What follows belongs to an exercise in optimizing a design on an open flow for small area; a production flow would make more cautious choices. In this exercise RTL edits were held to simulation tests only and were not proved equivalent to the original. No driver is modelled on the clock port, so clocking that relies on it looks cheaper here than on a real chip. Power figures rest on the tool's default switching activity, not on a simulated workload.

Setup of the previous run:
Design ps1_core, start of the top module:
module ps1_core (
    input  wire        clk,
    input  wire        rst,
    input  wire        wake_w,
    output wire        adc_start_w,
    input  wire        adc_busy_w,
    input  wire [7:0]  adc_data_w,
    output wire        line_drv_low,
    output wire [1:0]  status_w,
    output wire        tx_done_w,
    output wire        sleep_w,
    input  wire        wake_m,
    input  wire        line_in,
    output wire        adc_start_m,
    input  wire        adc_busy_m,
    input  wire [7:0]  adc_data_m,
    output wire        charge_en,
    output wire        retry_m,
    output wire [1:0]  status_m,
    output wire [2:0]  dec_state,
    output wire [15:0] edge_count,
    output wire        sleep_m
);
    ps1_weak u_weak (
        .clk(clk), .rst(rst), .wake(wake_w),
        .adc_start(adc_start_w), .adc_busy(adc_busy_w), .adc_data(adc_data_w),
        .line_drv_low(line_drv_low), .status(status_w), .tx_done_o(tx_done_w),
        .sleep(sleep_w)
    );
    ps1_master u_master (
        .clk(clk), .rst(rst), .wake(wake_m), .line_in(line_in),
        .adc_start(adc_start_m), .adc_busy(adc_busy_m), .adc_data(adc_data_m),
        .charge_en_o(charge_en), .retry_o(retry_m), .status(status_m),
        .dec_state(dec_state), .edge_count(edge_count), .sleep(sleep_m)
    );
endmodule
clock: 12.0 ns
lec_check: 0
cap_margin: 20
core_margin: 2
core_utilization: 40
cts_buf_list: sky130_fd_sc_hd__clkbuf_4
slew_margin: 20
standard.sh (not shown) runs the stock make flow with config.mk's settings and CLKGATE_MAP_FILE= SYNTH_SCRIPT=/design/flow/synth_recipe.tcl, a recipe that flattens the netlist after the stock synthesis.
==> flow/flow/run.sh <==
#!/bin/bash
# Layout flow: the standard flow (standard.sh) with two changes:
# - synthesis maps the logic with an area-oriented abc script (area.abc)
#   instead of ORFS's speed script, and leaves adders to abc instead of
#   mapping them to half/full-adder cells first; everything else in the
#   synthesis (flip-flop mapping, flattening, renaming) is the standard flow's own;
# - ports are buffered with sky130_fd_sc_hd__buf_1;
# - clock tree synthesis inserts no dummy loads.
# Each tool's output goes to the ORFS logs under orfs/logs; make's own output
# goes to standard.log here.
set -euo pipefail
HERE=$PWD
sed -e '/^source .*synth_preamble.tcl/a set abc_args [lreplace $abc_args 1 1 '"$HERE"'/flow/area.abc]' \
    "$FLOW_HOME/scripts/synth.tcl" > "$HERE/synth_area.tcl"
sed -e "s#source \$::env(SCRIPTS_DIR)/synth.tcl#source $HERE/synth_area.tcl#" \
    "$HERE/synth_recipe.tcl" > "$HERE/synth_recipe_area.tcl"
bash standard.sh SYNTH_SCRIPT="$HERE/synth_recipe_area.tcl" ADDER_MAP_FILE= \
    "BUFFER_PORTS_ARGS=-buffer_cell sky130_fd_sc_hd__buf_1" \
    "CTS_ARGS=-sink_clustering_enable -repair_clock_nets -buf_list sky130_fd_sc_hd__clkbuf_4 -dont_use_dummy_load" \
    finish > standard.log 2>&1
==> flow/flow/area.abc <==
strash
&get -n
&fraig -x
&put
scorr
dc2
dretime
strash
&get -n
&dch -f
&nf -R 1000
&put
strash
dc2
&get -n
&dch -f
&nf -R 1000
&put
The flow did not stop early for the previous run: all stages ran, and the layout cleared the timing, DRC and antenna checks.
Input changes introduced in the current run (baseline for comparison: the previous run):
-- flow/flow/run.sh --
<<< the previous run, line 3
# - synthesis maps the logic with an area-oriented abc script (area.abc)
>>> the current run, line 3
# - synthesis maps the logic with an area-oriented abc script (area.abc,
#   with a 60-second &deepsyn pass)
<<< the previous run, line 19
    "CTS_ARGS=-sink_clustering_enable -repair_clock_nets -buf_list sky130_fd_sc_hd__clkbuf_4 -dont_use_dummy_load" \
>>> the current run, line 20
    "CTS_ARGS=-sink_clustering_enable -repair_clock_nets -buf_list sky130_fd_sc_hd__clkbuf_8 -dont_use_dummy_load" \
==> flow/flow/area.abc <==
strash
&get -n
&fraig -x
&put
scorr
dc2
dretime
strash
&get -n
&deepsyn -T 60
&put
strash
&get -n
&dch -f
&nf -R 1000
&put
Results
The current run against the previous run: fmax moved up; area of the mapped netlist moved down; met3 track demand over resource in global routing moved down. Taking the previous run as the reference, in the current run share of total power in combinational logic down 6.0 points; worst setup slack after layout up 0.29 ns; overall power consumption down 0.024 mW; xor/xnor share of the synthesized area flat.

---

ps1_core, a different RTL version from the one above (not shown whole).
Size in the first run: about 71 flip-flops.
clock: 12.0 ns
lec_check: 0
cap_margin: 20
core_margin: 2
core_utilization: 40
cts_buf_list: sky130_fd_sc_hd__clkbuf_4
slew_margin: 20
==> flow/flow/run.sh <==
#!/bin/bash
# Layout flow: the standard flow (standard.sh) with these changes:
# - synthesis maps the logic with an area-oriented abc script (area.abc,
#   with a 60-second &deepsyn pass)
#   instead of ORFS's speed script, and leaves adders to abc instead of
#   mapping them to half/full-adder cells first; everything else in the
#   synthesis (flip-flop mapping, flattening, renaming) is the standard flow's own;
# - ports are buffered with sky130_fd_sc_hd__buf_1;
# - clock tree synthesis inserts no dummy loads, and a leaf clock buffer
#   that drives 10 or more flip-flops is then upsized (post_cts.tcl).
# Each tool's output goes to the ORFS logs under orfs/logs; make's own output
# goes to standard.log here.
set -euo pipefail
HERE=$PWD
sed -e '/^source .*synth_preamble.tcl/a set abc_args [lreplace $abc_args 1 1 '"$HERE"'/flow/area.abc]' \
    "$FLOW_HOME/scripts/synth.tcl" > "$HERE/synth_area.tcl"
sed -e "s#source \$::env(SCRIPTS_DIR)/synth.tcl#source $HERE/synth_area.tcl#" \
    "$HERE/synth_recipe.tcl" > "$HERE/synth_recipe_area.tcl"
bash standard.sh SYNTH_SCRIPT="$HERE/synth_recipe_area.tcl" ADDER_MAP_FILE= \
    "BUFFER_PORTS_ARGS=-buffer_cell sky130_fd_sc_hd__buf_1" \
    "CTS_ARGS=-sink_clustering_enable -repair_clock_nets -buf_list sky130_fd_sc_hd__clkbuf_4 -dont_use_dummy_load" \
    POST_CTS_TCL="$HERE/flow/post_cts.tcl" \
    finish > standard.log 2>&1
==> flow/flow/area.abc <==
strash
&get -n
&fraig -x
&put
scorr
dc2
dretime
strash
&get -n
&deepsyn -T 60
&put
strash
&get -n
&dch -f
&nf -R 1000
&put
==> flow/flow/post_cts.tcl <==
# Runs at the end of the CTS step. A leaf clock buffer (clkbuf_4) that drives
# 10 or more flip-flops gives them too slow a clock edge; it is swapped for a
# clkbuf_8, and the placement is legalised again.
set upsized 0
foreach inst [get_cells clkbuf_*] {
  if {[get_property $inst ref_name] ne "sky130_fd_sc_hd__clkbuf_4"} { continue }
  set out [get_pins -of_objects $inst -filter "direction==output"]
  set n [llength [get_pins -of_objects [get_nets -of_objects $out] -filter "direction==input"]]
  if {$n >= 10} {
    replace_cell $inst sky130_fd_sc_hd__clkbuf_8
    puts "post_cts: [get_name $inst] drives $n sinks, now clkbuf_8"
    incr upsized
  }
}
if {$upsized > 0} {
  detailed_placement
  check_placement -verbose
}
Then changed:
==> flow/run.sh (new file) <==
#!/bin/bash
# synth_recipe.tcl (not shown) runs the flow's synth.tcl, then flattens the netlist and writes it again
# the make line also repeats each setting of config.mk as NAME=value (left out here)
make -C /OpenROAD-flow-scripts/flow DESIGN_CONFIG=/design/flow/config.mk WORK_HOME=/design/flow/orfs CLKGATE_MAP_FILE= SYNTH_SCRIPT=/design/flow/synth_recipe.tcl finish
Settings changed: CTS_BUF_LIST sky130_fd_sc_hd__clkbuf_4 to unset.
removed: flow/flow/run.sh
removed: flow/flow/area.abc
removed: flow/flow/post_cts.tcl
removed: flow/standard.sh
What happened: Power is higher by 31%. Worst hold slack is better by 0.019 ns. Combinational power came out higher by 65%. Wire length came out higher by 48%. Non-clock buffer count goes down by 3. Register-to-register slack gains 0.94 ns.
Then changed:
==> flow/flow/run.sh (new file) <==
#!/bin/bash
# Layout flow: the standard flow (standard.sh) with these changes:
# - synthesis maps the logic with an area-oriented abc script (area.abc,
#   with a 60-second &deepsyn pass)
#   instead of ORFS's speed script, and leaves adders to abc instead of
#   mapping them to half/full-adder cells first; everything else in the
#   synthesis (flip-flop mapping, flattening, renaming) is the standard flow's own;
# - ports are buffered with sky130_fd_sc_hd__buf_1;
# - clock tree synthesis inserts no dummy loads, and a leaf clock buffer
#   that drives 10 or more flip-flops is then upsized (post_cts.tcl);
# - the constant outputs share synthesis's one tie cell (no tie fan-out
#   repair);
set -euo pipefail
HERE=$PWD
sed -e '/^source .*synth_preamble.tcl/a set abc_args [lreplace $abc_args 1 1 '"$HERE"'/flow/area.abc]' \
    "$FLOW_HOME/scripts/synth.tcl" > "$HERE/synth_area.tcl"
sed -e "s#source \$::env(SCRIPTS_DIR)/synth.tcl#source $HERE/synth_area.tcl#" \
    "$HERE/synth_recipe.tcl" > "$HERE/synth_recipe_area.tcl"
bash standard.sh SYNTH_SCRIPT="$HERE/synth_recipe_area.tcl" ADDER_MAP_FILE= \
    "BUFFER_PORTS_ARGS=-buffer_cell sky130_fd_sc_hd__buf_1" \
    "CTS_ARGS=-sink_clustering_enable -repair_clock_nets -buf_list sky130_fd_sc_hd__clkbuf_4 -dont_use_dummy_load" \
    POST_CTS_TCL="$HERE/flow/post_cts.tcl" SKIP_REPAIR_TIE_FANOUT=1 PRE_GLOBAL_PLACE_TCL="$HERE/flow/pre_gpl.tcl" \
    finish > standard.log 2>&1
==> flow/flow/area.abc (new file) <==
strash
&get -n
&fraig -x
&put
scorr
dc2
dretime
strash
&get -n
&deepsyn -T 60
&put
strash
&get -n
&dch -f
&nf -R 1000
&put
==> flow/flow/post_cts.tcl (new file) <==
# Runs at the end of the CTS step. A leaf clock buffer (clkbuf_4) that drives
# 10 or more flip-flops gives them too slow a clock edge; it is swapped for a
# clkbuf_8, and the placement is legalised again.
set upsized 0
foreach inst [get_cells clkbuf_*] {
  if {[get_property $inst ref_name] ne "sky130_fd_sc_hd__clkbuf_4"} { continue }
  set out [get_pins -of_objects $inst -filter "direction==output"]
  set n [llength [get_pins -of_objects [get_nets -of_objects $out] -filter "direction==input"]]
  if {$n >= 10} {
    replace_cell $inst sky130_fd_sc_hd__clkbuf_8
    puts "post_cts: [get_name $inst] drives $n sinks, now clkbuf_8"
    incr upsized
  }
}
if {$upsized > 0} {
  detailed_placement
  check_placement -verbose
}
==> flow/flow/pre_gpl.tcl (new file) <==
remove_buffers
==> flow/standard.sh (new file) <==
#!/bin/bash
# synth_recipe.tcl (not shown) runs the flow's synth.tcl, then flattens the netlist and writes it again
# the make line also repeats each setting of config.mk as NAME=value (left out here)
make -C /OpenROAD-flow-scripts/flow DESIGN_CONFIG=/design/flow/config.mk WORK_HOME=/design/flow/orfs CLKGATE_MAP_FILE= SYNTH_SCRIPT=/design/flow/synth_recipe.tcl "${@:-finish}"
Settings changed: CTS_BUF_LIST set to sky130_fd_sc_hd__clkbuf_4, GPL_TIMING_DRIVEN set to 0.
removed: flow/run.sh
Effect:
- non-clock buffer count falls by 1
- power falls by 23%
- routed wire length falls by about 30%
- utilization falls by 2.2 points
- via count falls by 27%
- synthesized area falls by 24%
- final area falls by 28%
- hold slack got worse by 0.018 ns
- synthesized cell count falls by 24%
- global-route usage falls by 1.9 points
- count of clock-buffer cells in the layout falls by 3

[what the ideal ports hide]
How much do the figures lean on ideal ports? The routed layouts below were timed once more, with nothing changed but the port constraints.
Step 1 sets driving cells, clkbuf_16 on the clock port and buf_2 on the other inputs (assumed; they add their load-dependent delay and slew).
Step 2 also shifts input and output timing later by t, the mid clock arrival at the registers, as if the neighbouring blocks saw the same clock.
Slacks: no drivers / after step 1 / after step 2; pairs: no drivers / after step 1.
run	shift t [ns]	setup WS [ns]	hold slack, ns	worst setup path at the end	pins driven straight from the clock port
the previous run	0.419	5.953 / 5.963 / 5.544	0.426 / 0.426 / 0.426	input to register	1
the current run	0.357	6.245 / 6.256 / 5.899	0.443 / 0.443 / 0.443	input to register	1
the first run of note 2	0.412	6.145 / 6.152 / 5.740	0.415 / 0.415 / 0.415	input to register	1
the second run of note 2	0.390	6.933 / 6.943 / 6.553	0.434 / 0.434 / 0.434	input to register	1
the third run of note 2	0.426	6.061 / 6.067 / 5.641	0.416 / 0.416 / 0.416	input to register	1
After both steps setup and hold are still met in every run listed. The setup slack of the third run of note 2, which loses most, moves by +0.006 ns with the drivers and by -0.420 ns with both steps.
